Source: an optimization exercise on an open RTL-to-GDS flow (aim: small area, a short achievable clock period and few clock cycles). Production flows keep margins and buffers that such runs may drop. Function was not checked in any run shown here: the RTL went through the layout flow alone.

`flow/design.v`:
```
module pcm_scaler (
    input  wire        clk,
    input  wire        rst,           
    input  wire        cfg_wr,
    input  wire        cfg_w16,       
    input  wire        cfg_signed,    
    input  wire        cfg_order,     
    input  wire        gain_wr,
    input  wire [31:0] gain_data,     
    output wire [16:0] gain_q,
    input  wire        in_valid,
    input  wire [7:0]  in_byte,
    output reg         in_ready,
    output reg         out_valid,
    output reg  [15:0] out_duty,
    input  wire        out_ready
);
    reg        a_w16;
    reg        a_signed;
    reg        a_order;
    reg [16:0] g;
    assign gain_q = g;
    always @(posedge clk) begin
        if (rst) begin
            a_w16    <= 1'b0;
            a_signed <= 1'b0;
            a_order  <= 1'b0;
            g        <= 17'h10000;
        end else begin
            if (cfg_wr) begin
                a_w16    <= cfg_w16;
                a_signed <= cfg_signed;
                a_order  <= cfg_order;
            end
            if (gain_wr) begin
                if (gain_data[31])
                    g <= 17'd0;
                else if (|gain_data[30:17] || (gain_data[16] && |gain_data[15:0]))
                    g <= 17'h10000;
                else
                    g <= gain_data[16:0];
            end
        end
    end
    reg        have_b0;
    reg [7:0]  b0;
    wire in_fire  = in_valid && in_ready;
    wire complete = in_fire && (!a_w16 || have_b0);
    reg [6:0]  xr;            
    reg        x7p;           
    reg        x7n;           
    reg [7:0]  hi;            
    reg [15:0] gs;            
    reg        m_valid;
    reg        m_w16;
    reg        m_pass2;       
    reg        k_lo;          
    reg        k_mid;         
    wire flip = !a_signed;    
    wire do_p1, do_p2, do_8;
    always @(posedge clk) begin
        if (rst) begin
            have_b0 <= 1'b0;
        end else begin
            if (in_fire && a_w16 && !have_b0) begin
                b0      <= in_byte;
                have_b0 <= 1'b1;
            end else if (in_fire) begin
                have_b0 <= 1'b0;
            end
            if (cfg_wr)
                have_b0 <= 1'b0;
        end
        if (complete) begin
            gs <= g[15:0] | {16{g[16]}};
            if (!a_w16) begin
                xr  <= in_byte[6:0];
                x7p <= 1'b0;
                x7n <= in_byte[7] ^ flip;
                k_lo  <= in_byte[7] ^ flip;
                k_mid <= 1'b0;
            end else if (a_order) begin
                xr  <= in_byte[6:0];
                x7p <= in_byte[7];
                x7n <= 1'b0;
                hi  <= {b0[7] ^ flip, b0[6:0]};
                k_lo  <= b0[7] ^ flip;
                k_mid <= b0[7] ^ flip;
            end else begin
                xr  <= b0[6:0];
                x7p <= b0[7];
                x7n <= 1'b0;
                hi  <= {in_byte[7] ^ flip, in_byte[6:0]};
                k_lo  <= in_byte[7] ^ flip;
                k_mid <= in_byte[7] ^ flip;
            end
        end else if (do_p1) begin
            xr  <= hi[6:0];
            x7p <= 1'b0;
            x7n <= hi[7];
            k_lo  <= 1'b0;
            k_mid <= 1'b0;
        end
    end
    wire [6:0]  x   = xr;
    wire [15:0] g_  = gs;
    wire [15:0] a   = {!m_pass2, {8{k_mid}}, {7{k_lo}}} | ({16{m_pass2}} & out_duty);
    wire m0 = x[0] & g_[0];
    wire m1 = x[0] & g_[1];
    wire m2 = x[0] & g_[2];
    wire m3 = x[0] & g_[3];
    wire m4 = x[0] & g_[4];
    wire m5 = x[0] & g_[5];
    wire m6 = x[0] & g_[6];
    wire m7 = x[0] & g_[7];
    wire m8 = x[0] & g_[8];
    wire m9 = x[0] & g_[9];
    wire m10 = x[0] & g_[10];
    wire m11 = x[0] & g_[11];
    wire m12 = x[0] & g_[12];
    wire m13 = x[0] & g_[13];
    wire m14 = x[0] & g_[14];
    wire m15 = x[0] & g_[15];
    wire m16 = x[1] & g_[0];
    wire m17 = x[1] & g_[1];
    wire m18 = x[1] & g_[2];
    wire m19 = x[1] & g_[3];
    wire m20 = x[1] & g_[4];
    wire m21 = x[1] & g_[5];
    wire m22 = x[1] & g_[6];
    wire m23 = x[1] & g_[7];
    wire m24 = x[1] & g_[8];
    wire m25 = x[1] & g_[9];
    wire m26 = x[1] & g_[10];
    wire m27 = x[1] & g_[11];
    wire m28 = x[1] & g_[12];
    wire m29 = x[1] & g_[13];
    wire m30 = x[1] & g_[14];
    wire m31 = x[1] & g_[15];
    wire m32 = x[2] & g_[0];
    wire m33 = x[2] & g_[1];
    wire m34 = x[2] & g_[2];
    wire m35 = x[2] & g_[3];
    wire m36 = x[2] & g_[4];
    wire m37 = x[2] & g_[5];
    wire m38 = x[2] & g_[6];
    wire m39 = x[2] & g_[7];
    wire m40 = x[2] & g_[8];
    wire m41 = x[2] & g_[9];
    wire m42 = x[2] & g_[10];
    wire m43 = x[2] & g_[11];
    wire m44 = x[2] & g_[12];
    wire m45 = x[2] & g_[13];
    wire m46 = x[2] & g_[14];
    wire m47 = x[2] & g_[15];
    wire m48 = x[3] & g_[0];
    wire m49 = x[3] & g_[1];
    wire m50 = x[3] & g_[2];
    wire m51 = x[3] & g_[3];
    wire m52 = x[3] & g_[4];
    wire m53 = x[3] & g_[5];
    wire m54 = x[3] & g_[6];
    wire m55 = x[3] & g_[7];
    wire m56 = x[3] & g_[8];
    wire m57 = x[3] & g_[9];
    wire m58 = x[3] & g_[10];
    wire m59 = x[3] & g_[11];
    wire m60 = x[3] & g_[12];
    wire m61 = x[3] & g_[13];
    wire m62 = x[3] & g_[14];
    wire m63 = x[3] & g_[15];
    wire m64 = x[4] & g_[0];
    wire m65 = x[4] & g_[1];
    wire m66 = x[4] & g_[2];
    wire m67 = x[4] & g_[3];
    wire m68 = x[4] & g_[4];
    wire m69 = x[4] & g_[5];
    wire m70 = x[4] & g_[6];
    wire m71 = x[4] & g_[7];
    wire m72 = x[4] & g_[8];
    wire m73 = x[4] & g_[9];
    wire m74 = x[4] & g_[10];
    wire m75 = x[4] & g_[11];
    wire m76 = x[4] & g_[12];
    wire m77 = x[4] & g_[13];
    wire m78 = x[4] & g_[14];
    wire m79 = x[4] & g_[15];
    wire m80 = x[5] & g_[0];
    wire m81 = x[5] & g_[1];
    wire m82 = x[5] & g_[2];
    wire m83 = x[5] & g_[3];
    wire m84 = x[5] & g_[4];
    wire m85 = x[5] & g_[5];
    wire m86 = x[5] & g_[6];
    wire m87 = x[5] & g_[7];
    wire m88 = x[5] & g_[8];
    wire m89 = x[5] & g_[9];
    wire m90 = x[5] & g_[10];
    wire m91 = x[5] & g_[11];
    wire m92 = x[5] & g_[12];
    wire m93 = x[5] & g_[13];
    wire m94 = x[5] & g_[14];
    wire m95 = x[5] & g_[15];
    wire m96 = x[6] & g_[0];
    wire m97 = x[6] & g_[1];
    wire m98 = x[6] & g_[2];
    wire m99 = x[6] & g_[3];
    wire m100 = x[6] & g_[4];
    wire m101 = x[6] & g_[5];
    wire m102 = x[6] & g_[6];
    wire m103 = x[6] & g_[7];
    wire m104 = x[6] & g_[8];
    wire m105 = x[6] & g_[9];
    wire m106 = x[6] & g_[10];
    wire m107 = x[6] & g_[11];
    wire m108 = x[6] & g_[12];
    wire m109 = x[6] & g_[13];
    wire m110 = x[6] & g_[14];
    wire m111 = x[6] & g_[15];
    wire m112 = (x7p & g_[0]) | (x7n & ~g_[0]);
    wire m113 = (x7p & g_[1]) | (x7n & ~g_[1]);
    wire m114 = (x7p & g_[2]) | (x7n & ~g_[2]);
    wire m115 = (x7p & g_[3]) | (x7n & ~g_[3]);
    wire m116 = (x7p & g_[4]) | (x7n & ~g_[4]);
    wire m117 = (x7p & g_[5]) | (x7n & ~g_[5]);
    wire m118 = (x7p & g_[6]) | (x7n & ~g_[6]);
    wire m119 = (x7p & g_[7]) | (x7n & ~g_[7]);
    wire m120 = (x7p & g_[8]) | (x7n & ~g_[8]);
    wire m121 = (x7p & g_[9]) | (x7n & ~g_[9]);
    wire m122 = (x7p & g_[10]) | (x7n & ~g_[10]);
    wire m123 = (x7p & g_[11]) | (x7n & ~g_[11]);
    wire m124 = (x7p & g_[12]) | (x7n & ~g_[12]);
    wire m125 = (x7p & g_[13]) | (x7n & ~g_[13]);
    wire m126 = (x7p & g_[14]) | (x7n & ~g_[14]);
    wire m127 = (x7p & g_[15]) | (x7n & ~g_[15]);
    wire s128, c128;
    pcm_ha u128 (.a(m5), .b(m20), .s(s128), .co(c128));
    wire s129, c129;
    pcm_fa u129 (.a(m6), .b(m21), .c(m36), .s(s129), .co(c129));
    wire s130, c130;
    pcm_ha u130 (.a(m51), .b(m66), .s(s130), .co(c130));
    wire s131, c131;
    pcm_fa u131 (.a(m7), .b(m22), .c(m37), .s(s131), .co(c131));
    wire s132, c132;
    pcm_fa u132 (.a(m52), .b(m67), .c(m82), .s(s132), .co(c132));
    wire s133, c133;
    pcm_ha u133 (.a(m97), .b(m112), .s(s133), .co(c133));
    wire s134, c134;
    pcm_fa u134 (.a(m8), .b(m23), .c(m38), .s(s134), .co(c134));
    wire s135, c135;
    pcm_fa u135 (.a(m53), .b(m68), .c(m83), .s(s135), .co(c135));
    wire s136, c136;
    pcm_fa u136 (.a(m98), .b(m113), .c(a[8]), .s(s136), .co(c136));
    wire s137, c137;
    pcm_fa u137 (.a(m9), .b(m24), .c(m39), .s(s137), .co(c137));
    wire s138, c138;
    pcm_fa u138 (.a(m54), .b(m69), .c(m84), .s(s138), .co(c138));
    wire s139, c139;
    pcm_fa u139 (.a(m99), .b(m114), .c(a[9]), .s(s139), .co(c139));
    wire s140, c140;
    pcm_fa u140 (.a(m10), .b(m25), .c(m40), .s(s140), .co(c140));
    wire s141, c141;
    pcm_fa u141 (.a(m55), .b(m70), .c(m85), .s(s141), .co(c141));
    wire s142, c142;
    pcm_fa u142 (.a(m100), .b(m115), .c(a[10]), .s(s142), .co(c142));
    wire s143, c143;
    pcm_fa u143 (.a(m11), .b(m26), .c(m41), .s(s143), .co(c143));
    wire s144, c144;
    pcm_fa u144 (.a(m56), .b(m71), .c(m86), .s(s144), .co(c144));
    wire s145, c145;
    pcm_fa u145 (.a(m101), .b(m116), .c(a[11]), .s(s145), .co(c145));
    wire s146, c146;
    pcm_fa u146 (.a(m12), .b(m27), .c(m42), .s(s146), .co(c146));
    wire s147, c147;
    pcm_fa u147 (.a(m57), .b(m72), .c(m87), .s(s147), .co(c147));
    wire s148, c148;
    pcm_fa u148 (.a(m102), .b(m117), .c(a[12]), .s(s148), .co(c148));
    wire s149, c149;
    pcm_fa u149 (.a(m13), .b(m28), .c(m43), .s(s149), .co(c149));
    wire s150, c150;
    pcm_fa u150 (.a(m58), .b(m73), .c(m88), .s(s150), .co(c150));
    wire s151, c151;
    pcm_fa u151 (.a(m103), .b(m118), .c(a[13]), .s(s151), .co(c151));
    wire s152, c152;
    pcm_fa u152 (.a(m14), .b(m29), .c(m44), .s(s152), .co(c152));
    wire s153, c153;
    pcm_fa u153 (.a(m59), .b(m74), .c(m89), .s(s153), .co(c153));
    wire s154, c154;
    pcm_fa u154 (.a(m104), .b(m119), .c(a[14]), .s(s154), .co(c154));
    wire s155, c155;
    pcm_fa u155 (.a(m15), .b(m30), .c(m45), .s(s155), .co(c155));
    wire s156, c156;
    pcm_fa u156 (.a(m60), .b(m75), .c(m90), .s(s156), .co(c156));
    wire s157, c157;
    pcm_fa u157 (.a(m105), .b(m120), .c(a[15]), .s(s157), .co(c157));
    wire s158, c158;
    pcm_fa u158 (.a(m31), .b(m46), .c(m61), .s(s158), .co(c158));
    wire s159, c159;
    pcm_fa u159 (.a(m76), .b(m91), .c(m106), .s(s159), .co(c159));
    wire s160, c160;
    pcm_fa u160 (.a(m47), .b(m62), .c(m77), .s(s160), .co(c160));
    wire s161, c161;
    pcm_ha u161 (.a(m3), .b(m18), .s(s161), .co(c161));
    wire s162, c162;
    pcm_fa u162 (.a(m4), .b(m19), .c(m34), .s(s162), .co(c162));
    wire s163, c163;
    pcm_ha u163 (.a(m49), .b(m64), .s(s163), .co(c163));
    wire s164, c164;
    pcm_fa u164 (.a(m35), .b(m50), .c(m65), .s(s164), .co(c164));
    wire s165, c165;
    pcm_fa u165 (.a(m80), .b(a[5]), .c(s128), .s(s165), .co(c165));
    wire s166, c166;
    pcm_fa u166 (.a(m81), .b(m96), .c(a[6]), .s(s166), .co(c166));
    wire s167, c167;
    pcm_fa u167 (.a(c128), .b(s129), .c(s130), .s(s167), .co(c167));
    wire s168, c168;
    pcm_fa u168 (.a(a[7]), .b(c129), .c(c130), .s(s168), .co(c168));
    wire s169, c169;
    pcm_fa u169 (.a(s131), .b(s132), .c(s133), .s(s169), .co(c169));
    wire s170, c170;
    pcm_fa u170 (.a(c131), .b(c132), .c(c133), .s(s170), .co(c170));
    wire s171, c171;
    pcm_fa u171 (.a(s134), .b(s135), .c(s136), .s(s171), .co(c171));
    wire s172, c172;
    pcm_fa u172 (.a(c134), .b(c135), .c(c136), .s(s172), .co(c172));
    wire s173, c173;
    pcm_fa u173 (.a(s137), .b(s138), .c(s139), .s(s173), .co(c173));
    wire s174, c174;
    pcm_fa u174 (.a(c137), .b(c138), .c(c139), .s(s174), .co(c174));
    wire s175, c175;
    pcm_fa u175 (.a(s140), .b(s141), .c(s142), .s(s175), .co(c175));
    wire s176, c176;
    pcm_fa u176 (.a(c140), .b(c141), .c(c142), .s(s176), .co(c176));
    wire s177, c177;
    pcm_fa u177 (.a(s143), .b(s144), .c(s145), .s(s177), .co(c177));
    wire s178, c178;
    pcm_fa u178 (.a(c143), .b(c144), .c(c145), .s(s178), .co(c178));
    wire s179, c179;
    pcm_fa u179 (.a(s146), .b(s147), .c(s148), .s(s179), .co(c179));
    wire s180, c180;
    pcm_fa u180 (.a(c146), .b(c147), .c(c148), .s(s180), .co(c180));
    wire s181, c181;
    pcm_fa u181 (.a(s149), .b(s150), .c(s151), .s(s181), .co(c181));
    wire s182, c182;
    pcm_fa u182 (.a(c149), .b(c150), .c(c151), .s(s182), .co(c182));
    wire s183, c183;
    pcm_fa u183 (.a(s152), .b(s153), .c(s154), .s(s183), .co(c183));
    wire s184, c184;
    pcm_fa u184 (.a(c152), .b(c153), .c(c154), .s(s184), .co(c184));
    wire s185, c185;
    pcm_fa u185 (.a(s155), .b(s156), .c(s157), .s(s185), .co(c185));
    wire s186, c186;
    pcm_fa u186 (.a(m121), .b(c155), .c(c156), .s(s186), .co(c186));
    wire s187, c187;
    pcm_fa u187 (.a(c157), .b(s158), .c(s159), .s(s187), .co(c187));
    wire s188, c188;
    pcm_fa u188 (.a(m92), .b(m107), .c(m122), .s(s188), .co(c188));
    wire s189, c189;
    pcm_fa u189 (.a(c158), .b(c159), .c(s160), .s(s189), .co(c189));
    wire s190, c190;
    pcm_fa u190 (.a(m63), .b(m78), .c(m93), .s(s190), .co(c190));
    wire s191, c191;
    pcm_fa u191 (.a(m108), .b(m123), .c(c160), .s(s191), .co(c191));
    wire s192, c192;
    pcm_fa u192 (.a(m79), .b(m94), .c(m109), .s(s192), .co(c192));
    wire s193, c193;
    pcm_ha u193 (.a(m2), .b(m17), .s(s193), .co(c193));
    wire s194, c194;
    pcm_fa u194 (.a(m33), .b(m48), .c(a[3]), .s(s194), .co(c194));
    wire s195, c195;
    pcm_fa u195 (.a(a[4]), .b(c161), .c(s162), .s(s195), .co(c195));
    wire s196, c196;
    pcm_fa u196 (.a(c162), .b(c163), .c(s164), .s(s196), .co(c196));
    wire s197, c197;
    pcm_fa u197 (.a(c164), .b(c165), .c(s166), .s(s197), .co(c197));
    wire s198, c198;
    pcm_fa u198 (.a(c166), .b(c167), .c(s168), .s(s198), .co(c198));
    wire s199, c199;
    pcm_fa u199 (.a(c168), .b(c169), .c(s170), .s(s199), .co(c199));
    wire s200, c200;
    pcm_fa u200 (.a(c170), .b(c171), .c(s172), .s(s200), .co(c200));
    wire s201, c201;
    pcm_fa u201 (.a(c172), .b(c173), .c(s174), .s(s201), .co(c201));
    wire s202, c202;
    pcm_fa u202 (.a(c174), .b(c175), .c(s176), .s(s202), .co(c202));
    wire s203, c203;
    pcm_fa u203 (.a(c176), .b(c177), .c(s178), .s(s203), .co(c203));
    wire s204, c204;
    pcm_fa u204 (.a(c178), .b(c179), .c(s180), .s(s204), .co(c204));
    wire s205, c205;
    pcm_fa u205 (.a(c180), .b(c181), .c(s182), .s(s205), .co(c205));
    wire s206, c206;
    pcm_fa u206 (.a(c182), .b(c183), .c(s184), .s(s206), .co(c206));
    wire s207, c207;
    pcm_fa u207 (.a(c184), .b(c185), .c(s186), .s(s207), .co(c207));
    wire s208, c208;
    pcm_fa u208 (.a(c186), .b(c187), .c(s188), .s(s208), .co(c208));
    wire s209, c209;
    pcm_fa u209 (.a(c188), .b(c189), .c(s190), .s(s209), .co(c209));
    wire s210, c210;
    pcm_fa u210 (.a(m124), .b(c190), .c(c191), .s(s210), .co(c210));
    wire s211, c211;
    pcm_fa u211 (.a(m95), .b(m110), .c(m125), .s(s211), .co(c211));
    wire s212, c212;
    pcm_ha u212 (.a(m1), .b(m16), .s(s212), .co(c212));
    wire s213, c213;
    pcm_fa u213 (.a(m32), .b(a[2]), .c(s193), .s(s213), .co(c213));
    wire s214, c214;
    pcm_fa u214 (.a(s161), .b(c193), .c(s194), .s(s214), .co(c214));
    wire s215, c215;
    pcm_fa u215 (.a(s163), .b(c194), .c(s195), .s(s215), .co(c215));
    wire s216, c216;
    pcm_fa u216 (.a(s165), .b(c195), .c(s196), .s(s216), .co(c216));
    wire s217, c217;
    pcm_fa u217 (.a(s167), .b(c196), .c(s197), .s(s217), .co(c217));
    wire s218, c218;
    pcm_fa u218 (.a(s169), .b(c197), .c(s198), .s(s218), .co(c218));
    wire s219, c219;
    pcm_fa u219 (.a(s171), .b(c198), .c(s199), .s(s219), .co(c219));
    wire s220, c220;
    pcm_fa u220 (.a(s173), .b(c199), .c(s200), .s(s220), .co(c220));
    wire s221, c221;
    pcm_fa u221 (.a(s175), .b(c200), .c(s201), .s(s221), .co(c221));
    wire s222, c222;
    pcm_fa u222 (.a(s177), .b(c201), .c(s202), .s(s222), .co(c222));
    wire s223, c223;
    pcm_fa u223 (.a(s179), .b(c202), .c(s203), .s(s223), .co(c223));
    wire s224, c224;
    pcm_fa u224 (.a(s181), .b(c203), .c(s204), .s(s224), .co(c224));
    wire s225, c225;
    pcm_fa u225 (.a(s183), .b(c204), .c(s205), .s(s225), .co(c225));
    wire s226, c226;
    pcm_fa u226 (.a(s185), .b(c205), .c(s206), .s(s226), .co(c226));
    wire s227, c227;
    pcm_fa u227 (.a(s187), .b(c206), .c(s207), .s(s227), .co(c227));
    wire s228, c228;
    pcm_fa u228 (.a(s189), .b(c207), .c(s208), .s(s228), .co(c228));
    wire s229, c229;
    pcm_fa u229 (.a(s191), .b(c208), .c(s209), .s(s229), .co(c229));
    wire s230, c230;
    pcm_fa u230 (.a(s192), .b(c209), .c(s210), .s(s230), .co(c230));
    wire s231, c231;
    pcm_fa u231 (.a(c192), .b(c210), .c(s211), .s(s231), .co(c231));
    wire s232, c232;
    pcm_fa u232 (.a(m111), .b(m126), .c(c211), .s(s232), .co(c232));
    wire [23:0] ta = {x7n, m127, c231, c230, c229, c228, c227, c226, c225, c224, c223, c222, c221, c220, c219, c218, c217, c216, c215, c214, c213, c212, a[1], m0};
    wire [23:0] tb = {1'b0, c232, s232, s231, s230, s229, s228, s227, s226, s225, s224, s223, s222, s221, s220, s219, s218, s217, s216, s215, s214, s213, s212, a[0]};
    wire [23:0] tsum = ta + tb;
    wire [15:0] rh = tsum[23:8];
    reg        s_valid;
    reg [7:0]  s_v;
    wire pop     = out_valid && out_ready;
    wire push_ok = !s_valid || out_ready;
    wire empty_n = !s_valid && (!out_valid || out_ready);    
    assign do_p1 = m_valid && m_w16 && !m_pass2 && empty_n;
    assign do_p2 = m_valid && m_pass2;
    assign do_8  = m_valid && !m_w16 && push_ok;
    wire   m_done = do_p2 || do_8;
    wire [7:0]  v8   = {~rh[15], rh[14:8]};
    wire [15:0] mres = m_w16 ? {rh[15] ^ m_pass2, rh[14:0]} : {v8, v8};
    wire to_s = do_8 && out_valid && !pop;
    always @(posedge clk) begin
        if (rst) begin
            out_valid <= 1'b0;
            s_valid   <= 1'b0;
        end else begin
            if (!out_valid || pop)
                out_valid <= s_valid || do_8 || do_p2;
            if (s_valid && pop)
                s_valid <= do_8;
            else if (to_s)
                s_valid <= 1'b1;
        end
        if (!out_valid || pop)
            out_duty <= s_valid ? {s_v, s_v} : mres;
        if (s_valid ? pop : to_s)
            s_v <= v8;
    end
    always @(posedge clk) begin
        if (rst) begin
            m_valid <= 1'b0;
            m_pass2 <= 1'b0;
        end else begin
            if (complete) begin
                m_valid <= 1'b1;
                m_w16   <= a_w16;
                m_pass2 <= 1'b0;
            end else if (m_done) begin
                m_valid <= 1'b0;
                m_pass2 <= 1'b0;
            end else if (do_p1) begin
                m_pass2 <= 1'b1;
            end
        end
    end
    reg  nx_w16, nx_have_b0, nx_m_valid, nx_m_w16, nx_m_pass2, nx_s_valid;
    always @(*) begin
        nx_w16     = cfg_wr ? cfg_w16 : a_w16;
        nx_have_b0 = !cfg_wr && (in_fire ? (a_w16 && !have_b0) : have_b0);
        nx_m_valid = complete || (m_valid && !m_done);
        nx_m_w16   = complete ? a_w16 : m_w16;
        nx_m_pass2 = !complete && !m_done && (m_pass2 || do_p1);
        nx_s_valid = (s_valid && pop) ? do_8 : (s_valid || to_s);
    end
    always @(posedge clk) begin
        if (rst)
            in_ready <= 1'b1;
        else
            in_ready <= (nx_w16 && !nx_have_b0) || !nx_m_valid ||
                        (nx_m_w16 ? nx_m_pass2 : !nx_s_valid);
    end
endmodule
module pcm_fa (input wire a, input wire b, input wire c, output wire s, output wire co);
    assign s  = a ^ b ^ c;
    assign co = (a & b) | (a & c) | (b & c);
endmodule
module pcm_ha (input wire a, input wire b, output wire s, output wire co);
    assign s  = a ^ b;
    assign co = a & b;
endmodule
```
`flow/run.sh`:
```
#!/bin/bash
# synth_recipe.tcl (not shown) runs the flow's synth.tcl, then flattens the netlist and writes it again
# the make line also repeats each setting of config.mk as NAME=value (left out here)
make -C /OpenROAD-flow-scripts/flow DESIGN_CONFIG=/design/flow/config.mk WORK_HOME=/design/flow/orfs CLKGATE_MAP_FILE= SYNTH_SCRIPT=/design/flow/synth_recipe.tcl finish
```
`flow/config.mk`:
```
export PLATFORM = sky130hd
export DESIGN_NAME = pcm_scaler
export DESIGN_NICKNAME = pcm_scaler
export VERILOG_FILES = /design/flow/design.v
export SDC_FILE = /design/flow/constraint.sdc
export NUM_CORES = 4
export LEC_CHECK = 0
export CAP_MARGIN = 20
export CORE_MARGIN = 2
export CORE_UTILIZATION = 40
export SLEW_MARGIN = 20
export SYNTH_HIERARCHICAL = 1
export SYNTH_MINIMUM_KEEP_SIZE = 0
```
`flow/constraint.sdc`:
```
create_clock -name core_clock -period 15.0 [get_ports {clk}]
set_input_delay 3.0000 -clock core_clock [delete_from_list [all_inputs] [get_ports {clk}]]
set_output_delay 3.0000 -clock core_clock [all_outputs]
set_load 0.01 [all_outputs]
```
==> qor.yml, run 1 <==
run_status:
  status: "finished clean"
setup_path:
  worstSetupStartpointType: "flip-flop"
  worstSetupEndpointType: "flip-flop"
  crit_family: "adder cells"
  max_stage_delay_ns: 0.70
  worst-path-buf-inv: 0
  path_cells: "mux2_2, fa_1, fa_1, fa_1, fa_1, ha_1, o21ai_0, o21a_1, o32ai_2, a31oi_4, o21ai_2, a21oi_2, xnor2_1, o221ai_1"
  required_ns: 15.06
  crit_top_cell: "fa_1"
  cp_max_fo: 18
  crit_type: "reg -> reg"
  crit_slowest_cell: "edfxtp_1"
  cp_data_arrival_time_ns: 5.28
clocking:
  cts_max_path_buffers: 2
  clk_pin_slew_ns: 0.06
  htreeDepth: 3
  tritoncts: "built"
  cts_made_buffers: 9
  clkLatencyLatePin_ns: 0.34
  cts_setup_buffers: 0
  cts-resized-gates: 0
  hold_buffers: 0
  clkSinkCount: 94
  cts_root_buf: "clkbuf_16"
synthesis:
  ys_seq_area_share_pct: 32.6
  ys_seq_elements: 94
  synthAdderAreaFrac_pct: 29.5
  synth_fp_nets: 850
  synth_mux_area_share_pct: 4.98
  synth_top_family_by_area: "adder cells"
  synth-xor-area-share_pct: 2.38
  yosys_warnings: 7
  yosys.cell_types.count: 62
  synth_compound_area_share_pct: 10.8
  synth_edf_count: 68
  synth_area_sq_mm: 0.00787
  netlist.area_leader.share_pct: 25.9
  yosys.area.top_type: "edfxtp_1"
  synth_area_per_cell_sq_um: 11.7
  ys_async_sr_fraction_pct: 0
  synthFlopType: "edfxtp_1"
  synthCells: 674
  synth_simple_gate_area_share_pct: 17.2
  synth_area_leaders: "edfxtp_1 (26%), fa_1 (25%), and2_1 (9.0%)"
floorplanning:
  dieArea_sq_mm: 0.0208
  fp.coreArea_sq_mm: 0.0194
  fp.dieW_um: 144
  start_util_pct: 40.6
  boundaryPins: 84
  die_y_um: 144
  rows: 51
grt:
  grt_max_degree: 27
  overflow: 0
  grt_pass1_vias: 5707
  grt_first_pass_wirelength_mm: 29.6
  grt_usage_pct: 18.5
  antenna_found_initial: 0
route:
  drt_iter0_drc: 295
  routed_wl_mm: 18.0
  vias: 5237
  drt_first_pass_iters: 4
  vias_per_cell: 5.18
  drtAntennaViolNets: 0
  drc: 0
  wl_per_cell_um: 17.8
timing:
  finalCritPeriodShare_pct: 34.8
  final-setup-viol-count: 0
  tns_ns: 0
  slew_headroom_pct: 39.0
  fin_crit_ns: 5.22
  rsz0062_at_grt: "no"
  worst_pin_slew_ns: 0.916
  hold_viol_final: 0
  timing.fmax_mhz: 191
  final_max_slew_viol_count: 0
  finClkSkew_ns: 0.00526
job:
  maxCapViolCount: 0
finish:
  multiInputGateArea_sq_mm: 0.00510
  drive_gt1_share_pct: 10.2
  nNetsFinal: 917
  antenna_cells: 0
  regArea_sq_mm: 0.00256
  fillers: 1802
  areaGrowthSynthToFinish_pct: 16.7
placement:
  place.gp.congestion: 0.906
  port_buffers: 83
  dp_hpwl_mm: 14.3
worst_hold_path:
  min_path_type: "reg -> reg"
==> state kept, by name (all words and copies together) (netlist names), 7 cells and up <==
register	cells
gs	16
b0	8
g	17
hi	8
s_v	8
out_duty	16
xr	7
==> placed cells by master (no fill, tap or decap), types with 3 or more instances in the layout <==
master,netlist,final
a211oi_1,3,3
a21o_1,23,23
a21oi_1,21,21
a22oi_1,16,16
and2_1,113,113
clkbuf_16,0,9
clkdlybuf4s50_1,0,83
clkinv_1,1,3
dfxtp_1,26,26
edfxtp_1,68,68
fa_1,98,98
ha_1,29,29
inv_1,14,14
mux2_2,25,25
mux2i_1,11,11
nand2_1,28,28
nand2b_1,5,5
nand3_1,7,7
nand4_1,5,5
nor2_1,34,34
nor2b_1,5,5
nor3_1,4,4
nor4_1,7,7
o21a_1,3,3
o21ai_0,12,12
o21ai_1,12,12
o221ai_1,4,4
or2_2,20,20
xnor2_1,8,8
xor2_1,9,9
==> final timing paths <==
path               from           to  slack (ns)  cells after the start
setup / recovery    x7n  out_duty[4]        9.78                     14
setup reg to reg    x7n  out_duty[4]        9.78                     14
hold reg to reg   hi[6]        xr[6]        0.52                      2
hold / removal    hi[6]        xr[6]        0.52                      2
==> worst min-delay path, stage by stage (launching register included) <==
cell and delay [ns]:
edfxtp_1 0.32, nand2_1 0.04, o21ai_0 0.06
==> per-module statistics from Yosys, one instance, submodules excluded <==
module / cells / times used / flip-flops and latches
pcm_fa: 1 / 98 / 0
pcm_scaler: 569 / 1 / 94
pcm_ha: 1 / 7 / 0
==> cell families (layout without fill, tap and decap cells) <==
group	Yosys count	count (layout)
fa+ha+maj	127	127
xor+xnor	19	19
mux	36	36
compound gates	114	114
simple gates	239	239
flops	94	94
buf+inv	45	117
==> cell usage after synthesis (all sizes together), types with 2 or more instances <==
| cell type | instances |
|---|---|
| o221ai | 4 |
| nand2b | 5 |
| nor2 | 34 |
| nor4 | 8 |
| mux2 | 25 |
| nor2b | 5 |
| mux2i | 11 |
| nand3b | 2 |
| fa | 98 |
| dfxtp | 26 |
| nand2 | 28 |
| o21ai | 26 |
| or2 | 21 |
| a21oi | 22 |
| xor2 | 10 |
| nor3 | 5 |
| o31ai | 2 |
| a31oi | 2 |
| clkbuf | 20 |
| xnor2 | 8 |
| o2111ai | 2 |
| nand4 | 5 |
| a21o | 23 |
| o21a | 3 |
| inv | 16 |
| and2 | 113 |
| nand3 | 7 |
| and4 | 2 |
| a22oi | 16 |
| buf | 8 |
| nor3b | 2 |
| edfxtp | 68 |
| ha | 29 |
| a211oi | 4 |
==> metrics by stage <==
step           instance area (sq um)  std cells  hold slack, ns  util, %  worst slack, ns
6_report                        9180       1011           0.525     47.3             9.78
5_1_grt                         9180       1011           0.549     47.3             9.52
4_1_cts                         9180       1011           0.527     47.3             9.77
3_5_place_dp                    8900        995           0.511     45.9             9.47
3_3_place_gp                    8900        995           0.499     45.9             9.57
2_1_floorplan                   7870        674           0.476        -            10.26
==> area by class of cell <==
class | count | share of cell area [%]
multi-input cells | 535 | 55.6
well taps | 265 | 3.61
flip-flops and latches | 94 | 27.9
repair buffers | 84 | 9.13
clock inverters | 5 | 0.545
clock buffers | 11 | 2.53
inverters | 17 | 0.695
==> layer usage <==
metal / track usage [%] / share of wire (%) / vias up
li1: - / - / 2487
met2: 32.3 / 52 / 76
met5: 0 / 0 / -
met3: 2.48 / 2.7 / 26
met1: 23.8 / 43 / 2648
met4: 6.23 / 2.2 / 0
==> inputs of run 2 (changes only) <==
--- a/flow/config.mk
+++ b/flow/config.mk
@@ -6,8 +6,8 @@
 export NUM_CORES = 4
 export LEC_CHECK = 0
-export CAP_MARGIN = 20
+export CAP_MARGIN = 50
 export CORE_MARGIN = 2
 export CORE_UTILIZATION = 40
-export SLEW_MARGIN = 20
+export SLEW_MARGIN = 75
 export SYNTH_HIERARCHICAL = 1
 export SYNTH_MINIMUM_KEEP_SIZE = 0
==> run 2 against run 1 <==
First-iteration DRC count grew 1.7%. Via count grew 3.2%. Cell count grew 2.7%. Setup slack lost 0.18 ns. Area after synthesis is the same. Final area grew 2.7%. Critical endpoint is now out_duty[5].
==> qor.yml, run 2 <==
route:
  vias_per_cell: 5.21  # +0.54%
  drt_iter0_drc: 300  # +1.7%
  drtAntennaViolNets: 0  # unchanged
  wl_per_cell_um: 17.6  # -1.3%
  routed_wl_mm: 18.3  # +1.4%
  drc: 0  # unchanged
  vias: 5406  # +3.2%
  drt_first_pass_iters: 5  # +1
synthesis:
  synth_mux_area_share_pct: 4.98  # unchanged
  synth_top_family_by_area: "adder cells"
  synthFlopType: "edfxtp_1"
  synth_area_sq_mm: 0.00787  # unchanged
  yosys.cell_types.count: 62  # unchanged
  synth-xor-area-share_pct: 2.38  # unchanged
  synthAdderAreaFrac_pct: 29.5  # unchanged
  synth_area_leaders: "edfxtp_1 (26%), fa_1 (25%), and2_1 (9.0%)"
  yosys_warnings: 7  # unchanged
  synth_area_per_cell_sq_um: 11.7  # unchanged
  synth_fp_nets: 850  # unchanged
  synthTopCellsByCount: "and2_1 (113), fa_1 (98), edfxtp_1 (68)"
  yosys.area.top_type: "edfxtp_1"
  ys_seq_elements: 94  # unchanged
  synth_edf_count: 68  # unchanged
  synth_simple_gate_area_share_pct: 17.2  # unchanged
  netlist.area_leader.share_pct: 25.9  # unchanged
  synth_compound_area_share_pct: 10.8  # unchanged
  synthCells: 674  # unchanged
  ys_seq_area_share_pct: 32.6  # unchanged
  ys_async_sr_fraction_pct: 0  # unchanged
  synth.most_common_cell: "and2_1"
floorplanning:
  fp.dieW_um: 144  # unchanged
  dieArea_sq_mm: 0.0208  # unchanged
  boundaryPins: 84  # unchanged
  rows: 51  # unchanged
  die_y_um: 144  # unchanged
  fp.coreArea_sq_mm: 0.0194  # unchanged
  start_util_pct: 40.6  # unchanged
clocking:
  clkLatencyLatePin_ns: 0.35  # about the same
  cts-resized-gates: 0  # unchanged
  hold_buffers: 0  # unchanged
  cts_root_buf: "clkbuf_16"
  cts_made_buffers: 9  # unchanged
  htreeDepth: 3  # unchanged
  tritoncts: "built"
  cts_setup_buffers: 0  # unchanged
  cts_max_path_buffers: 2  # unchanged
  clkSinkCount: 94  # unchanged
  clk_pin_slew_ns: 0.07  # about the same
setup_path:
  cp_max_fo: 7  # -11
  cp_data_arrival_time_ns: 5.49  # +0.21 ns
  crit_type: "reg -> reg"
  worstSetupStartpointType: "flip-flop"
  worstSetupEndpointType: "flip-flop"
  required_ns: 15.09  # +0.03 ns
placement:
  place_ws_ns: 9.68  # +0.203 ns
  port_buffers: 83  # unchanged
  place.gp.congestion: 0.906  # unchanged
  dp_hpwl_mm: 15.1  # +5.4%
grt:
  grt_use_met3_pct: 2.65  # +0.17 points
  overflow: 0  # unchanged
  use_met1_pct: 23.6  # -0.18 points
  grt_first_pass_wirelength_mm: 30.0  # +1.5%
  antenna_found_initial: 0  # unchanged
  busiest_layer: "met2"
  grt.met2_usage_pct: 33.4  # +1.1 points
  grt_usage_pct: 18.7  # +0.19 points
  grt_pass1_vias: 5859  # +2.7%
  grt_max_degree: 27  # unchanged
run_status:
  status: "finished clean"
timing:
  rsz0062_at_grt: "no"
  slew_headroom_pct: 77.9  # +39 points
  final-setup-viol-count: 0  # unchanged
  finClkSkew_ns: 0.00815  # +0.00290 ns
  fin_crit_ns: 5.40  # +0.178 ns
  tns_ns: 0  # unchanged
  finalCritPeriodShare_pct: 36.0  # +1.2 points
  final_max_slew_viol_count: 0  # unchanged
  timing.fmax_mhz: 185  # -3.3%
  worst_pin_slew_ns: 0.328  # -0.588 ns
  hold_viol_final: 0  # unchanged
  layout_setup_ws_ns: 9.60  # -0.178 ns
finish:
  regArea_sq_mm: 0.00257  # +0.39%
  top_register: "g"
  drive_gt1_share_pct: 15.7  # +5.5 points
  final_common_cell: "and2_1"
  nNetsFinal: 944  # +2.9%
  multiInputGateArea_sq_mm: 0.00519  # +1.7%
  antenna_cells: 0  # unchanged
  mostFrequentLayoutCells: "and2_1 (112), fa_1 (98), clkdlybuf4s50_1 (83), edfxtp_1 (68), nor2_1 (33)"
  areaGrowthSynthToFinish_pct: 19.9
  largest_register_ff_count: 17  # unchanged
  fillers: 1815  # +0.72%
  reg.largest.list: "g: 17 flops, gs: 16 flops, out_duty: 16 flops"
job:
  maxCapViolCount: 0  # unchanged
worst_hold_path:
  min_path_type: "reg -> reg"
[run 2: area by class of cell]
cell class / instances / area share (%)
Clock buffer: 14 / 3.02
Clock inverter: 2 / 0.146
Inverter: 17 / 0.716
Multi-Input combinational cell: 535 / 55.0
Sequential cell: 94 / 27.3
Tap cell: 265 / 3.52
Timing Repair Buffer: 111 / 10.3
[run 2: worst paths after layout]
kind	startpoint	to	cells after the start	slack, ns
setup / recovery	x7n	out_duty[5]	17	9.60
hold / removal	hi[6]	xr[6]	2	0.53
setup reg to reg	x7n	out_duty[5]	17	9.60
hold reg to reg	hi[6]	xr[6]	2	0.53
[run 2: cell families (layout without fill, tap and decap cells)]
family	after synthesis	in the layout
flops	94	94
mux	36	36
compound gates	114	114
buf+inv	45	144
simple gates	239	239
fa+ha+maj	127	127
xor+xnor	19	19
[run 2: metal layers]
| layer | wire, um | part of all wire (%) |
|---|---|---|
| met5 | 0 | 0 |
| met4 | 328 | 1.8 |
| met3 | 531 | 2.9 |
| met2 | 9700 | 53 |
| met1 | 7720 | 42 |
[run 2: modules after synthesis (local to each module, per instance)]
| module | cells inside | flip-flops and latches |
|---|---|---|
| pcm_scaler | 569 | 94 |
| pcm_ha | 1 | 0 |
| pcm_fa | 1 | 0 |
[run 2: through the flow]
step | area, sq um | util, % | cells | hold slack [ns]
final | 9430 | 48.6 | 1038 | 0.525
after global routing | 9430 | 48.6 | 1038 | 0.562
after CTS | 9390 | 48.4 | 1036 | 0.529
after detailed placement | 9090 | 46.9 | 1020 | 0.512
after global placement | 8900 | 45.9 | 995 | 0.499
after floorplan | 7870 | - | 674 | 0.476
[run 2: critical path, cell delays in order, from the launching register on]
cell	delay [ns]
edfxtp_1	0.45
buf_2	0.20
buf_2	0.19
buf_2	0.17
mux2_2	0.28
fa_1	0.47
fa_1	0.42
fa_1	0.54
fa_1	0.43
ha_1	0.36
o21ai_0	0.11
o21a_1	0.20
o32ai_2	0.33
a31oi_4	0.11
o311ai_4	0.34
xor2_2	0.14
a211oi_1	0.32
nor3_2	0.09
==> inputs of run 3 (changes only) <==
==> flow/flow/run.sh (new file) <==
#!/bin/bash
# Own layout flow: the standard ORFS flow (standard synthesis, floorplan,
# placement, CTS, routing) unchanged, except that the ports are buffered with
# the small sky130_fd_sc_hd__buf_1 instead of the delay buffer buffer_ports
# picks by default. Each run's full output goes to a log in this folder.
set -euo pipefail
export BUFFER_PORTS_ARGS="-buffer_cell sky130_fd_sc_hd__buf_1"
bash standard.sh finish > standard_flow.log 2>&1
==> flow/standard.sh (new file) <==
#!/bin/bash
# synth_recipe.tcl (not shown) runs the flow's synth.tcl, then flattens the netlist and writes it again
# the make line also repeats each setting of config.mk as NAME=value (left out here)
make -C /OpenROAD-flow-scripts/flow DESIGN_CONFIG=/design/flow/config.mk WORK_HOME=/design/flow/orfs CLKGATE_MAP_FILE= SYNTH_SCRIPT=/design/flow/synth_recipe.tcl "${@:-finish}"
--- a/flow/config.mk
+++ b/flow/config.mk
@@ -6,8 +6,8 @@
 export NUM_CORES = 4
 export LEC_CHECK = 0
-export CAP_MARGIN = 50
+export CAP_MARGIN = 20
 export CORE_MARGIN = 2
 export CORE_UTILIZATION = 40
-export SLEW_MARGIN = 75
+export SLEW_MARGIN = 20
 export SYNTH_HIERARCHICAL = 1
 export SYNTH_MINIMUM_KEEP_SIZE = 0
removed: flow/run.sh
==> run 3 against run 2 <==
Area after synthesis is the same. Setup slack gained 0.14 ns. Global-route usage shrank 0.80 points. Via count shrank 2.1%. Critical endpoint is now out_duty[4]. Highest routed layer unchanged.
==> qor.yml, run 3 <==
run_status:
  status: "finished clean"
synthesis:
  synth_mux_area_share_pct: 4.98  # unchanged
  yosys.cell_types.count: 62  # unchanged
  synth_area_sq_mm: 0.00787  # unchanged
  synth.most_common_cell: "and2_1"
  synth_simple_gate_area_share_pct: 17.2  # unchanged
  ys_seq_area_share_pct: 32.6  # unchanged
  synth_compound_area_share_pct: 10.8  # unchanged
  synth-xor-area-share_pct: 2.38  # unchanged
  synth_top_family_by_area: "adder cells"
  synth_area_per_cell_sq_um: 11.7  # unchanged
  synthCells: 674  # unchanged
  ys_async_sr_fraction_pct: 0  # unchanged
  synthAdderAreaFrac_pct: 29.5  # unchanged
  ys_seq_elements: 94  # unchanged
  synth_fp_nets: 850  # unchanged
  synth_area_leaders: "edfxtp_1 (26%), fa_1 (25%), and2_1 (9.0%)"
  yosys.area.top_type: "edfxtp_1"
  synthTopCellsByCount: "and2_1 (113), fa_1 (98), edfxtp_1 (68)"
  synthFlopType: "edfxtp_1"
  yosys_warnings: 7  # unchanged
  netlist.area_leader.share_pct: 25.9  # unchanged
  synth_edf_count: 68  # unchanged
grt:
  antenna_found_initial: 0  # unchanged
  grt_max_degree: 27  # unchanged
  overflow: 0  # unchanged
  grt_pass1_vias: 5572  # -4.9%
  grt_first_pass_wirelength_mm: 28.4  # -5.6%
  grt_usage_pct: 17.9  # -0.80 points
floorplanning:
  dieArea_sq_mm: 0.0208  # unchanged
  start_util_pct: 40.6  # unchanged
  fp.dieW_um: 144  # unchanged
  rows: 51  # unchanged
  boundaryPins: 84  # unchanged
  die_y_um: 144  # unchanged
  fp.coreArea_sq_mm: 0.0194  # unchanged
finish:
  nNetsFinal: 917  # -2.9%
  final_common_cell: "and2_1"
  final_area_sq_mm: 0.00866  # -8.2%
  areaGrowthSynthToFinish_pct: 10.1
  largest_register_ff_count: 17  # unchanged
  instances_no_fill: 1011  # -2.6%
  top_register: "g"
  reg.largest.list: "g: 17 flops, gs: 16 flops, out_duty: 16 flops"
  fillers: 1842  # +1.5%
  drive_gt1_share_pct: 10.1  # -5.6 points
  antenna_cells: 0  # unchanged
  mostFrequentLayoutCells: "and2_1 (113), fa_1 (98), buf_1 (83), edfxtp_1 (68), nor2_1 (34)"
clocking:
  tritoncts: "built"
  htreeDepth: 3  # unchanged
  clk_pin_slew_ns: 0.07  # about the same
  cts-resized-gates: 0  # unchanged
  cts_made_buffers: 9  # unchanged
  clkLatencyLatePin_ns: 0.35  # about the same
  cts_max_path_buffers: 2  # unchanged
  cts_setup_buffers: 0  # unchanged
  hold_buffers: 0  # unchanged
  clkSinkCount: 94  # unchanged
  cts_root_buf: "clkbuf_16"
setup_path:
  path_cells: "mux2_2, fa_1, fa_1, fa_1, fa_1, ha_1, a21o_1, a211oi_2, o32ai_2, a31oi_4, o21ai_2, a21oi_2, xnor2_1, o221ai_1"
  cp_max_fo: 18  # +11
  required_ns: 15.06  # -0.03 ns
  ff2ff_setup_slack_ns: 9.74  # +0.14 ns
  crit_type: "reg -> reg"
  cp_data_arrival_time_ns: 5.32  # -0.17 ns
  crit_top_cell: "fa_1"
  crit_slowest_cell: "edfxtp_1"
  max_stage_delay_ns: 0.69  # +0.15 ns
  worstSetupEndpointType: "flip-flop"
  worstSetupStartpointType: "flip-flop"
worst_hold_path:
  min_path_type: "reg -> reg"
route:
  drtAntennaViolNets: 0  # unchanged
  drc: 0  # unchanged
  drt_iter0_drc: 247  # -18%
  highest-signal-layer: "met4"
  vias_per_cell: 5.24  # +0.52%
  dr_wl_met2_mm: 9.23  # -4.8%
  wl_met1_mm: 7.41  # -4.1%
  drt_first_pass_iters: 4  # -1
  routed_wl_mm: 17.6  # -3.9%
  wl_met3_um: 519  # -2.3%
  vias: 5293  # -2.1%
  wl_per_cell_um: 17.4  # -1.3%
timing:
  tns_ns: 0  # unchanged
  layout_setup_ws_ns: 9.74  # +0.140 ns
  timing.fmax_mhz: 190  # +2.7%
  finClkSkew_ns: 0.00624  # -0.00191 ns
  finalCritPeriodShare_pct: 35.1  # -0.93 points
  rsz0062_at_grt: "no"
  hold_viol_final: 0  # unchanged
  final-setup-viol-count: 0  # unchanged
  slew_headroom_pct: 37.7  # -40 points
  final_max_slew_viol_count: 0  # unchanged
  worst_pin_slew_ns: 0.934  # +0.607 ns
  fin_crit_ns: 5.26  # -0.140 ns
placement:
  dp_hpwl_mm: 14.2  # -5.9%
  placed_cell_area_sq_mm: 0.00838  # -7.8%
  port_buffers: 83  # unchanged
  place_ws_ns: 9.75  # +0.0707 ns
  place.gp.congestion: 0.850  # -6.2%
  place_inst: 995  # -2.5%
job:
  maxCapViolCount: 0  # unchanged
run 3: final cells by class:
| class | count | area (sq um) | area share [%] |
|---|---|---|---|
| Clock inverter | 6 | 52.6 | 0.607 |
| Inverter | 17 | 63.8 | 0.737 |
| Multi-Input combinational cell | 535 | 5100 | 58.9 |
| Clock buffer | 10 | 229 | 2.64 |
| Timing Repair Buffer | 84 | 319 | 3.68 |
| Tap cell | 265 | 332 | 3.83 |
| Sequential cell | 94 | 2560 | 29.6 |
run 3: Yosys stat by module, one instance, submodules excluded:
| module | times used | area [sq um] |
|---|---|---|
| pcm_scaler | 1 | 5820 |
| pcm_ha | 7 | 12.5 |
| pcm_fa | 98 | 20.0 |
run 3: layer usage:
layer | GRT usage [%] | up-vias
met1 | 22.3 | 2696
met2 | 31.7 | 88
met5 | 0 | -
met3 | 2.45 | 20
li1 | - | 2489
met4 | 6.64 | 0
run 3: path summary, 6_finish.rpt:
kind,from,endpoint,depth (start not counted)
setup / recovery,x7n,out_duty[4],14
hold / removal,have_b0,have_b0,2
setup reg to reg,x7n,out_duty[4],14
hold reg to reg,have_b0,have_b0,2
run 3: through the flow:
stage               hold slack [ns]  util (%)
global placement              0.498      43.2
CTS                           0.525      44.7
detailed placement            0.513      43.2
global route                  0.562      44.7
floorplan                     0.476         -
finish                        0.522      44.7
run 3: logic make-up after synthesis:
| group | after synthesis |
|---|---|
| muxes | 36 |
| and+or+nand+nor | 239 |
| buffers and inverters | 45 |
| adders and majority gates | 127 |
| DFF | 94 |
| AOI/OAI and AO/OA | 114 |
| xor gates and xnor gates | 19 |
run 3: critical path: cells and delay by family (launching register included):
kind	cells	cell delay, ns
xor+xnor	1	0.22
compound gates	7	1.41
fa+ha+maj	5	2.22
flops	1	0.69
mux	1	0.41
==> inputs of run 4 (changes only) <==
==> flow/flow/run.sh (replaced) <==
#!/bin/bash
# Own layout flow: the standard ORFS flow (standard synthesis, floorplan,
# placement, CTS, routing) with two changes: the ports are buffered with the
# small sky130_fd_sc_hd__buf_1 instead of the delay buffer buffer_ports picks
# by default, and timing repair aims at a setup slack of SETUP_SLACK_MARGIN
# at the design's clock period, so it sizes the critical paths. Each run's
# full output goes to a log in this folder.
set -euo pipefail
export BUFFER_PORTS_ARGS="-buffer_cell sky130_fd_sc_hd__buf_1"
export SETUP_SLACK_MARGIN=10.5
bash standard.sh finish > standard_flow.log 2>&1
==> run 4 against run 3 <==
Utilization up 4.8 points. Setup slack improved by 0.53 ns. Die area unchanged. Flip-flop and latch count unchanged. Synthesized cell count did not move. Count of clock-buffer cells in the layout shrank 1. Worst hold slack gained 0.0011 ns.
==> qor.yml, run 4 <==
setup_path:
  max_stage_delay_ns: 0.56  # -0.13 ns
  worstSetupEndpointType: "flip-flop"
  crit_type: "reg -> reg"
  cp_max_fo: 8  # -10
  crit_top_cell: "fa_1"
  crit_slowest_cell: "fa_1"
  path_cells: "mux2_2, fa_2, fa_1, fa_1, fa_1, ha_4, o21ai_1, o21a_1, o32ai_4, a31oi_4, o311ai_4, xor2_2, mux2_2"
  worstSetupStartpointType: "flip-flop"
  crit_family: "adder cells"
  required_ns: 15.11  # +0.05 ns
  cp_data_arrival_time_ns: 4.84  # -0.48 ns
  worst-path-buf-inv: 0  # unchanged
synthesis:
  yosys_warnings: 7  # unchanged
  yosys.cell_types.count: 62  # unchanged
  ys_async_sr_fraction_pct: 0  # unchanged
  ys_seq_elements: 94  # unchanged
  synthFlopType: "edfxtp_1"
  ys_seq_area_share_pct: 32.6  # unchanged
  synth_area_leaders: "edfxtp_1 (26%), fa_1 (25%), and2_1 (9.0%)"
  synthCells: 674  # unchanged
  synth_area_sq_mm: 0.00787  # unchanged
  synth_edf_count: 68  # unchanged
  synth.most_common_cell: "and2_1"
  synthTopCellsByCount: "and2_1 (113), fa_1 (98), edfxtp_1 (68)"
  synth_area_per_cell_sq_um: 11.7  # unchanged
  synth_fp_nets: 850  # unchanged
  yosys.area.top_type: "edfxtp_1"
  netlist.area_leader.share_pct: 25.9  # unchanged
route:
  drt_iter0_drc: 242  # -2.0%
  drtAntennaViolNets: 0  # unchanged
  routed_wl_mm: 19.0  # +8.3%
  vias_per_cell: 5.20  # -0.60%
  drt_first_pass_iters: 4  # unchanged
  wl_per_cell_um: 17.8  # +2.3%
  vias: 5568  # +5.2%
  drc: 0  # unchanged
timing:
  timing.fmax_mhz: 211  # +11%
  final-setup-viol-count: 0  # unchanged
  worst_pin_slew_ns: 0.782  # -0.152 ns
  finClkSkew_ns: 0.0117  # +0.00547 ns
  hold_viol_final: 0  # unchanged
  final_max_slew_viol_count: 0  # unchanged
  finalCritPeriodShare_pct: 31.5  # -3.5 points
  rsz0062_at_grt: "yes"
  timing.hold.ws_ns: 0.524  # +0.00113 ns
  fin_crit_ns: 4.73  # -0.532 ns
  tns_ns: 0  # unchanged
  slew_headroom_pct: 47.8  # +10 points
run_status:
  status: "finished clean"
floorplanning:
  rows: 51  # unchanged
  dieArea_sq_mm: 0.0208  # unchanged
  die_y_um: 144  # unchanged
  boundaryPins: 84  # unchanged
  fp.dieW_um: 144  # unchanged
  start_util_pct: 40.6  # unchanged
  fp.coreArea_sq_mm: 0.0194  # unchanged
finish:
  largest_register_ff_count: 17  # unchanged
  antenna_cells: 0  # unchanged
  top_register: "g"
  areaGrowthSynthToFinish_pct: 21.9
  nNetsFinal: 976  # +6.4%
  final_util_pct: 49.5  # +4.8 points
  reg.largest.list: "g: 17 flops, gs: 16 flops, out_duty: 16 flops"
  mostFrequentLayoutCells: "and2_1 (109), buf_1 (83), fa_1 (69), edfxtp_1 (68), buf_4 (56)"
  instances_no_fill: 1070  # +5.8%
  fillers: 1791  # -2.8%
  final_common_cell: "and2_1"
  drive_gt1_share_pct: 27.0  # +17 points
grt:
  grt_max_degree: 27  # unchanged
  antenna_found_initial: 0  # unchanged
  grt_use_met3_pct: 3.01  # +0.56 points
  overflow: 0  # unchanged
  grt_usage_pct: 18.9  # +1.0 points
  use_met1_pct: 22.7  # +0.44 points
  grt.met2_usage_pct: 33.6  # +1.9 points
  grt_first_pass_wirelength_mm: 30.1  # +6.2%
  busiest_layer: "met2"
  grt_pass1_vias: 5955  # +6.9%
worst_hold_path:
  min_path_type: "reg -> reg"
placement:
  place_inst: 995  # unchanged
  dp_hpwl_mm: 14.3  # +0.89%
  port_buffers: 83  # unchanged
  place.gp.congestion: 0.859  # +1.0%
clocking:
  cts_max_path_buffers: 2  # unchanged
  cts_made_buffers: 9  # unchanged
  hold_buffers: 0  # unchanged
  htreeDepth: 3  # unchanged
  clkSinkCount: 94  # unchanged
  cts_root_buf: "clkbuf_16"
  clk_pin_slew_ns: 0.07  # about the same
  tritoncts: "built"
  clkLatencyLatePin_ns: 0.35  # about the same
job:
  maxCapViolCount: 0  # unchanged
==> run 4: cell counts after synthesis <==
No cell type changed its count.
==> run 4: cell families (layout without fill, tap and decap cells) <==
family          Yosys count  count (layout)  synth area share, %
compound gates          114             114                 10.8
xor+xnor                 19              19                 2.38
fa+ha+maj               127             127                 29.5
buf+inv                  45             176                 2.58
flops                    94              94                 32.6
mux                      36              36                 4.98
simple gates            239             239                 17.2
==> run 4: area by class of cell <==
type / count / area [sq um] / share of cell area (%)
timing repair buffer: 143 / 786 / 8.19
inverter: 17 / 67.6 / 0.704
multi-input combinational: 535 / 5570 / 58.1
clock inverter: 7 / 48.8 / 0.509
tap: 265 / 332 / 3.46
clock buffer: 9 / 225 / 2.35
sequential: 94 / 2570 / 26.7
==> run 4: path summary, 6_finish.rpt <==
| check | start | to | slack [ns] | cells after the start |
|---|---|---|---|---|
| max | gs[2] | out_duty[13] | 10.27 | 13 |
| min | have_b0 | have_b0 | 0.52 | 2 |
| max reg2reg | gs[2] | out_duty[13] | 10.27 | 13 |
| min reg2reg | have_b0 | have_b0 | 0.52 | 2 |
==> run 4: what timing repair did <==
action                     in CTS  in global routing
setup buffers                  47                 12
setup endpoints to repair      50                 24
resized for setup              49                 24
pin swaps                      17                 15
==> run 4: Yosys stat by module (local to each module, per instance) <==
module | flip-flops and latches | cell area, sq um | copies in the design
pcm_scaler | 94 | 5820 | 1
pcm_fa | 0 | 20.0 | 98
pcm_ha | 0 | 12.5 | 7
==> run 4: through the flow <==
step | worst slack [ns] | area, sq um
floorplan | 10.46 | 8000
global placement | 9.94 | 8500
detailed placement | 9.88 | 8500
CTS | 10.25 | 9390
global route | 10.10 | 9600
finish | 10.27 | 9600
==> run 4: worst register-to-register path: stages (launching register included) <==
cell,delay [ns]
edfxtp_1,0.50
mux2_2,0.38
fa_2,0.35
fa_1,0.50
fa_1,0.56
fa_1,0.46
ha_4,0.30
o21ai_1,0.06
o21a_1,0.21
o32ai_4,0.32
a31oi_4,0.11
o311ai_4,0.29
xor2_2,0.15
mux2_2,0.29
==> run 4: routing by layer <==
metal  vias up  wire, um  share of wire (%)
met4         0       667                3.5
met1      2842      7830                 41
met3        34       563                3.0
met2        92      9950                 52
li1       2600         -                  -
met5         -         0                  0
==> inputs of run 5 (changes only) <==
--- a/flow/flow/run.sh
+++ b/flow/flow/run.sh
@@ -8,4 +8,4 @@
 set -euo pipefail
 export BUFFER_PORTS_ARGS="-buffer_cell sky130_fd_sc_hd__buf_1"
-export SETUP_SLACK_MARGIN=10.5
+export SETUP_SLACK_MARGIN=11.2
 bash standard.sh finish > standard_flow.log 2>&1
==> run 5 against run 4 <==
First-iteration DRC count shrank 1.2%. Non-clock buffer count grew 47. Count of clock-buffer cells in the layout grew 4. Synthesized cell count is the same. Die area is the same. Critical path depth grew 1. Maximum frequency grew 0.32%. Setup slack gained 0.015 ns. Cell count grew 4.4%. Area after synthesis is the same.
==> qor.yml, run 5 <==
timing:
  final_max_slew_viol_count: 0  # unchanged
  tns_ns: 0  # unchanged
  finalCritPeriodShare_pct: 31.4  # -0.10 points
  fin_crit_ns: 4.72  # -0.0150 ns
  timing.fmax_mhz: 212  # +0.32%
  final-setup-viol-count: 0  # unchanged
  hold_viol_final: 0  # unchanged
  finClkSkew_ns: 0.00783  # -0.00388 ns
  rsz0062_at_grt: "yes"
  slew_headroom_pct: 41.2  # -6.6 points
  worst_pin_slew_ns: 0.880  # +0.0987 ns
  timing.hold.ws_ns: 0.522  # -0.00153 ns
synthesis:
  synth_edf_count: 68  # unchanged
  yosys.cell_types.count: 62  # unchanged
  synth.most_common_cell: "and2_1"
  synthTopCellsByCount: "and2_1 (113), fa_1 (98), edfxtp_1 (68)"
  ys_seq_area_share_pct: 32.6  # unchanged
  ys_async_sr_fraction_pct: 0  # unchanged
  synth_area_sq_mm: 0.00787  # unchanged
  synthFlopType: "edfxtp_1"
  synth_fp_nets: 850  # unchanged
  yosys.area.top_type: "edfxtp_1"
  synth_area_leaders: "edfxtp_1 (26%), fa_1 (25%), and2_1 (9.0%)"
  ys_seq_elements: 94  # unchanged
  synthCells: 674  # unchanged
  yosys_warnings: 7  # unchanged
  synth_area_per_cell_sq_um: 11.7  # unchanged
  netlist.area_leader.share_pct: 25.9  # unchanged
clocking:
  cts_root_buf: "clkbuf_16"
  clkSinkCount: 94  # unchanged
  cts_max_path_buffers: 2  # unchanged
  htreeDepth: 3  # unchanged
  clkLatencyLatePin_ns: 0.35  # about the same
  cts_made_buffers: 9  # unchanged
  tritoncts: "built"
  clk_pin_slew_ns: 0.07  # about the same
job:
  maxCapViolCount: 0  # unchanged
finish:
  antenna_cells: 0  # unchanged
  top_register: "g"
  mostFrequentLayoutCells: "and2_1 (99), buf_4 (93), edfxtp_1 (68), fa_1 (63), buf_1 (51)"
  regArea_sq_mm: 0.00259  # +1.0%
  largest_register_ff_count: 17  # unchanged
  drive_gt1_share_pct: 43.1  # +16 points
  reg.largest.list: "g: 17 flops, gs: 16 flops, out_duty: 16 flops"
  multiInputGateArea_sq_mm: 0.00583  # +4.6%
  final_util_pct: 54.0  # +4.5 points
  areaGrowthSynthToFinish_pct: 33.0
  final_area_sq_mm: 0.0105  # +9.1%
  nNetsFinal: 1023  # +4.8%
  final_common_cell: "and2_1"
  fillers: 1704  # -4.9%
grt:
  grt_pass1_vias: 6171  # +3.6%
  busiest_layer: "met2"
  overflow: 0  # unchanged
  use_met1_pct: 24.7  # +2.0 points
  grt_max_degree: 27  # unchanged
  grt_use_met3_pct: 2.52  # -0.50 points
  antenna_found_initial: 0  # unchanged
  grt_usage_pct: 20.0  # +1.1 points
  grt_first_pass_wirelength_mm: 31.8  # +5.6%
  grt.met2_usage_pct: 36.6  # +3.0 points
route:
  drc: 0  # unchanged
  routed_wl_mm: 20.3  # +6.5%
  vias_per_cell: 5.11  # -1.8%
  drtAntennaViolNets: 0  # unchanged
  vias: 5710  # +2.6%
  drt_first_pass_iters: 4  # unchanged
  wl_per_cell_um: 18.1  # +2.0%
  drt_iter0_drc: 239  # -1.2%
placement:
  placed_cell_area_sq_mm: 0.00861  # +1.4%
  port_buffers: 83  # unchanged
  place.gp.congestion: 0.869  # +1.2%
  dp_hpwl_mm: 14.3  # +0.10%
worst_hold_path:
  min_path_type: "reg -> reg"
setup_path:
  required_ns: 15.09  # -0.02 ns
  crit_type: "reg -> reg"
  cp_data_arrival_time_ns: 4.81  # -0.03 ns
  worstSetupEndpointType: "flip-flop"
  path_cells: "buf_12, mux2_4, fa_2, fa_1, fa_1, fa_1, ha_4, nand2_1, or2_4, nor4_4, nand3b_1, o211ai_2, xor2_2, o221a_1"
  ff2ff_setup_slack_ns: 10.28  # +0.02 ns
  crit_slowest_cell: "fa_1"
  crit_top_cell: "fa_1"
  worstSetupStartpointType: "flip-flop"
  max_stage_delay_ns: 0.54  # -0.02 ns
  cp_max_fo: 11  # +3
floorplanning:
  rows: 51  # unchanged
  dieArea_sq_mm: 0.0208  # unchanged
  fp.dieW_um: 144  # unchanged
  start_util_pct: 40.6  # unchanged
  die_y_um: 144  # unchanged
  boundaryPins: 84  # unchanged
  fp.coreArea_sq_mm: 0.0194  # unchanged
run_status:
  status: "finished clean"
run 5: cell counts after synthesis:
Identical to the previous run, type by type.
run 5: metrics by stage:
step / setup WS (ns) / cells
floorplan: 10.46 / 674
global placement: 9.91 / 995
detailed placement: 9.90 / 995
CTS: 10.30 / 1104
global route: 10.15 / 1117
finish: 10.28 / 1117
run 5: final timing paths:
path                 endpoint    start  depth (start not counted)
setup / recovery  out_duty[7]      x7n                         14
hold / removal        have_b0  have_b0                          2
setup reg to reg  out_duty[7]      x7n                         14
hold reg to reg       have_b0  have_b0                          2
run 5: area by class of cell:
| cell class | instances | area share (%) |
|---|---|---|
| inverter | 17 | 0.657 |
| multi-input combinational | 535 | 55.7 |
| sequential | 94 | 24.8 |
| clock buffer | 13 | 2.50 |
| clock inverter | 3 | 0.179 |
| timing repair buffer | 190 | 13.1 |
| tap | 265 | 3.17 |
run 5: worst max-delay path, delay by kind of cell (launching register included):
kind / cells / cell delay (ns)
adders and majority gates: 5 / 2.16
xor gates and xnor gates: 1 / 0.18
AOI/OAI and AO/OA: 2 / 0.43
muxes: 1 / 0.27
buffers and inverters: 1 / 0.17
DFF: 1 / 0.41
and+or+nand+nor: 4 / 0.83
run 5: kinds of logic (layout without fill, tap and decap cells):
family | after synthesis | after routing | share of synthesized area [%]
xor+xnor | 19 | 19 | 2.38
mux | 36 | 36 | 4.98
buf+inv | 45 | 223 | 2.58
flops | 94 | 94 | 32.6
compound gates | 114 | 114 | 10.8
simple gates | 239 | 239 | 17.2
fa+ha+maj | 127 | 127 | 29.5
run 5: repair_timing:
item	4_1_cts	5_1_grt
setup buffers	93	13
pin swaps	66	43
hold buffers	0	0
hold endpoints to repair	0	0
resized for setup	150	47
setup endpoints to repair	120	101
run 5: routing by layer:
metal	up-vias	wire [um]
met5	-	0
met4	0	399
met3	25	596
met2	108	11200
met1	2881	8050
li1	2696	-
run 5: modules after synthesis, one instance, submodules excluded:
| module | cells inside | cell area, sq um | flops+latches |
|---|---|---|---|
| pcm_ha | 1 | 12.5 | 0 |
| pcm_scaler | 569 | 5820 | 94 |
| pcm_fa | 1 | 20.0 | 0 |

[static timing again, ports no longer ideal]
No port has a modelled driver above. Below, the same layouts with a new extraction and two added sets of constraints.
Step 1, drivers: a clkbuf_16 drives clk and a buf_2 each remaining input, both assumed.
Step 2 adds t to the input delays and takes it off the output delays; t is the mean of the earliest and latest rising clock arrival at the registers after step 1. Input paths then give back, and output paths get back, about the clock's delay inside the block.
a / b / c = ideal ports / drivers / drivers and shift; a / b = the first two.
| run | shift t [ns] | slack for setup (ns) | worst setup path at the end | worst slew at a driven data input, ns |
|---|---|---|---|---|
| run 1 | 0.384 | 9.775 / 9.775 / 9.529 | input to register | 0.04 |
| run 2 | 0.386 | 9.597 / 9.597 / 9.597 | register to register | 0.04 |
| run 3 | 0.388 | 9.737 / 9.737 / 9.737 | register to register | 0.04 |
| run 4 | 0.386 | 10.270 / 10.270 / 10.265 | input to register | 0.04 |
| run 5 | 0.389 | 10.285 / 10.285 / 10.285 | register to register | 0.04 |
After both steps every run listed still meets setup and hold. The setup slack of run 1, which loses most, moves by 0.000 ns with the drivers and by -0.246 ns with both steps.
